What follows belongs to an exercise in optimizing a design on an open flow for small area, a short achievable clock period and few clock cycles; a production flow would make more cautious choices.
In this exercise RTL edits were held to simulation tests only and were not proved equivalent to the original.
No activity file was given, so power comes from the tool's default toggle rates.

## wip/harbor
// frisc_core
module frisc_core (
    input  wire        clk,
    input  wire        rst,         
    output wire        mem_req,
    output wire        mem_we,
    output wire [31:0] mem_addr,    
    output wire [3:0]  mem_be,
    output wire [31:0] mem_wdata,
    input  wire        mem_ack,
    input  wire [31:0] mem_rdata,
    input  wire [2:0]  irq,         
    input  wire        nmi,         
    output wire        nmi_ack,
    output wire        halted,
    output wire        faulted
);
    localparam [2:0] S_RUN   = 3'd0,    
                     S_MEM   = 3'd1,    
                     S_IPUSH = 3'd2,    
                     S_IVEC  = 3'd3,    
                     S_FIX   = 3'd4,    
                     S_HALT  = 3'd5,
                     S_FAULT = 3'd6;
    localparam [2:0] K_LOAD = 3'd0, K_STORE = 3'd1, K_PUSH = 3'd2, K_POP = 3'd3,
                     K_CALL = 3'd4, K_RET = 3'd5;
    reg [2:0]  state;
    reg [31:2] pc;
    reg [31:0] regs [0:7];
    reg        fl_c, fl_v, fl_n, fl_z;
    reg        gie;
    reg [2:0]  eint;
    reg        iif;
    reg        poll_en;             
    reg        pend;                
    reg        int_nmi;             
    reg        nmi_ack_q;
    reg [31:0] addr_q;              
    reg [2:0]  kind_q;
    reg [1:0]  size_q;              
    reg [2:0]  rd_q;
    wire [7:0] sr_low = {eint, gie, fl_z, fl_n, fl_v, fl_c};
  ...
Size in the first run: roughly 3800 cells after synthesis, ~110 I/O pins, about 0.031 mm2 of cells after synthesis.
make LEC_CHECK=0 CAP_MARGIN=20 CORE_MARGIN=2 CORE_UTILIZATION=30 SETUP_SLACK_MARGIN=2.0 SLEW_MARGIN=20 finish   # period 8.0 ns
run.sh (not shown) runs the stock make flow with config.mk's settings and CLKGATE_MAP_FILE= SYNTH_SCRIPT=/design/flow/synth_recipe.tcl, a recipe that flattens the netlist after the stock synthesis.
wip/harbor was carried through to the last stage, and its layout satisfied the timing, design-rule and antenna checks.
Testbench counts of wip/harbor, summed over its fixed seeds: cycles 35,966.
[inputs] wip/juniper vs wip/harbor
Settings: putting TNS_END_PERCENT at 10 where nothing was set.
### Flow results
The setup slack after layout of wip/juniper falls short of that of wip/harbor by 0.16 ns.
Delta (wip/juniper minus wip/harbor): cell area went down, buffer count from post-CTS setup fixing went down, clock latency at the later pin of the worst-skew pair went down.
wip/harbor has higher initial antenna violation count than wip/juniper.
Re routed length per placed instance: wip/harbor and wip/juniper aren't equal, and the lower value belongs to wip/harbor.
Between wip/juniper and wip/harbor, it is wip/juniper whose count of plain and timing-repair buffers is lower, by 13%.
Compared with wip/harbor, in wip/juniper critical path depth went up by 1; wire length -1.6 mm; clock distribution area overhead in the final layout increased 0.41 points; combinational power decreased by about 10% relative to the old numbers.
Here is what was changed in the inputs of wip/onyx compared with wip/juniper.
Settings: swapping 2.0 for 1.5 in SETUP_SLACK_MARGIN; clearing TNS_END_PERCENT, which used to be 10.
Notes after the runs:
Wire length of the first global-routing pass shrinks slightly when moving from wip/juniper to wip/onyx.
Between wip/juniper and wip/onyx, the number of vias in the routed layout figures differ only marginally.
The maximum clock frequency of wip/onyx is higher than that of wip/juniper.
wip/onyx ended up with sky130_fd_sc_hd__or3_1 as its standard cell with the maximum stage delay on the critical path; wip/juniper ended up with sky130_fd_sc_hd__dfxtp_1.
Taking wip/juniper as 1.0, wip/onyx lands at 1.05 on non-clock buffer count in the final layout.
For the routed wire length, wip/onyx came in 1.9% lower than wip/juniper did.
CTS buffer count in wip/onyx is 1 below wip/juniper.


Another version of the RTL of frisc_core (not shown whole).
Size: roughly 340 flip-flops, ~110 I/O pins, ~32000 um^2 of cells after synthesis.
make LEC_CHECK=0 ABC_AREA=1 CAP_MARGIN=20 CORE_MARGIN=2 CORE_UTILIZATION=30 SETUP_SLACK_MARGIN=2.5 SLEW_MARGIN=20 finish   # period 8.0 ns
The starting point ran to the end with no violations.
Testbench counts at the start, summed over its fixed seeds: cycles 35,966.
Rerun with:
--- a/flow/config.mk
+++ b/flow/config.mk
@@ -10,4 +10,4 @@
 export CORE_MARGIN = 2
 export CORE_UTILIZATION = 30
-export SETUP_SLACK_MARGIN = 2.5
+export SETUP_SLACK_MARGIN = 2.0
 export SLEW_MARGIN = 20
=> Non-clock buffer count went down by 48. Final area falls by 5.3%. Power decreases by 3.9%. Worst setup slack degrades by 0.49 ns.
Rerun with:
--- a/flow/config.mk
+++ b/flow/config.mk
@@ -6,8 +6,7 @@
 export NUM_CORES = 4
 export LEC_CHECK = 0
-export ABC_AREA = 1
 export CAP_MARGIN = 20
 export CORE_MARGIN = 2
 export CORE_UTILIZATION = 30
-export SETUP_SLACK_MARGIN = 2.0
+export SETUP_SLACK_MARGIN = 1.5
 export SLEW_MARGIN = 20
Global-route usage drops by 3.7 points.
Setup slack degrades by 0.60 ns.
Power shrinks by about a fifth.
Sequential share of layout area is lower by 0.77 points.
Via count went down by a few percent.
Wire length came out lower by a few percent.
Critical path depth increases by 14.
Final cell count came out lower by roughly a tenth.
Hold slack degrades by 0.034 ns.
Synthesized area rises by a few percent.
Count of clock-buffer cells in the layout grows by 3.
Rerun with:
--- a/flow/config.mk
+++ b/flow/config.mk
@@ -6,7 +6,8 @@
 export NUM_CORES = 4
 export LEC_CHECK = 0
+export ABC_AREA = 1
 export CAP_MARGIN = 20
 export CORE_MARGIN = 2
 export CORE_UTILIZATION = 30
-export SETUP_SLACK_MARGIN = 1.5
+export SETUP_SLACK_MARGIN = 3.0
 export SLEW_MARGIN = 20
- clock power is lower by about 2%
- utilization is higher by 6.0 points
- wire length is higher by 9.9%
- sequential share of layout area is lower by 2.5 points


Setup of north:
frisc_core, a different RTL version from the one above (not shown whole).
For scale: roughly 350 flip-flops, about 110 I/O pins.
==> flow/config.mk <==
export PLATFORM = sky130hd
export DESIGN_NAME = frisc_core
export DESIGN_NICKNAME = frisc_core
export VERILOG_FILES = /design/flow/design.v
export SDC_FILE = /design/flow/constraint.sdc
export NUM_CORES = 4
export LEC_CHECK = 0
export CAP_MARGIN = 20
export CORE_MARGIN = 2
export CORE_UTILIZATION = 30
export SETUP_SLACK_MARGIN = 1.5
export SLEW_MARGIN = 20
==> flow/constraint.sdc <==
create_clock -name core_clock -period 8.0 [get_ports {clk}]
set_input_delay 1.6000 -clock core_clock [delete_from_list [all_inputs] [get_ports {clk}]]
set_output_delay 1.6000 -clock core_clock [all_outputs]
set_load 0.01 [all_outputs]
north completed end to end with timing, DRC and antenna clean.
Testbench counts of north, summed over its fixed seeds: cycles 35,966.
For south, these inputs were changed with respect to north:
Settings: CORE_UTILIZATION now 45, was 30.
Results
The share of total power in the clock network of south is higher than that of north. As far as remaining global-route overflow goes, north and south are indistinguishable; the numbers are identical. Compared with north, south shows net count of the finished layout lower by 3.6%. The reported sequential group power of north and that of south are within noise of each other. Side by side, fraction of area in registers turned out higher in south than in north. Comparing south against north, there is no change at all in number of clock sinks.

port drivers added, routing unchanged:
The results above use ideal ports. As a check the final layouts listed here were re-extracted and re-timed, cells and wires unchanged.
Step 1: set_driving_cell puts a clkbuf_16 on clk and a buf_2 on each other input, an assumption about the parent block.
Step 2 also shifts input and output timing later by t, the mid clock arrival at the registers, as if the neighbouring blocks saw the same clock.
Slacks: ideal / step 1 / step 2; pairs: ideal / step 1.
run | shift t [ns] | slack for setup (ns) | worst setup path after step 2
wip/harbor | 0.705 | 1.359 / 1.359 / 0.693 | input to register
wip/juniper | 0.683 | 1.199 / 1.199 / 0.522 | input to register
wip/onyx | 0.687 | 1.302 / 1.350 / 0.663 | input to register
the first run of note 2 | 0.671 | 2.477 / 2.410 / 1.806 | input to register
the second run of note 2 | 0.654 | 1.990 / 1.928 / 1.352 | input to register
the third run of note 2 | 0.670 | 1.390 / 1.434 / 0.764 | input to register
the fourth run of note 2 | 0.658 | 2.478 / 2.483 / 1.825 | input to register
north | 0.643 | 1.463 / 1.406 / 0.763 | input to register
south | 0.679 | 1.333 / 1.315 / 0.695 | input to register
After both steps every run listed still meets setup and hold. The setup slack of north, which loses most, moves by -0.057 ns with the drivers and by -0.700 ns with both steps.
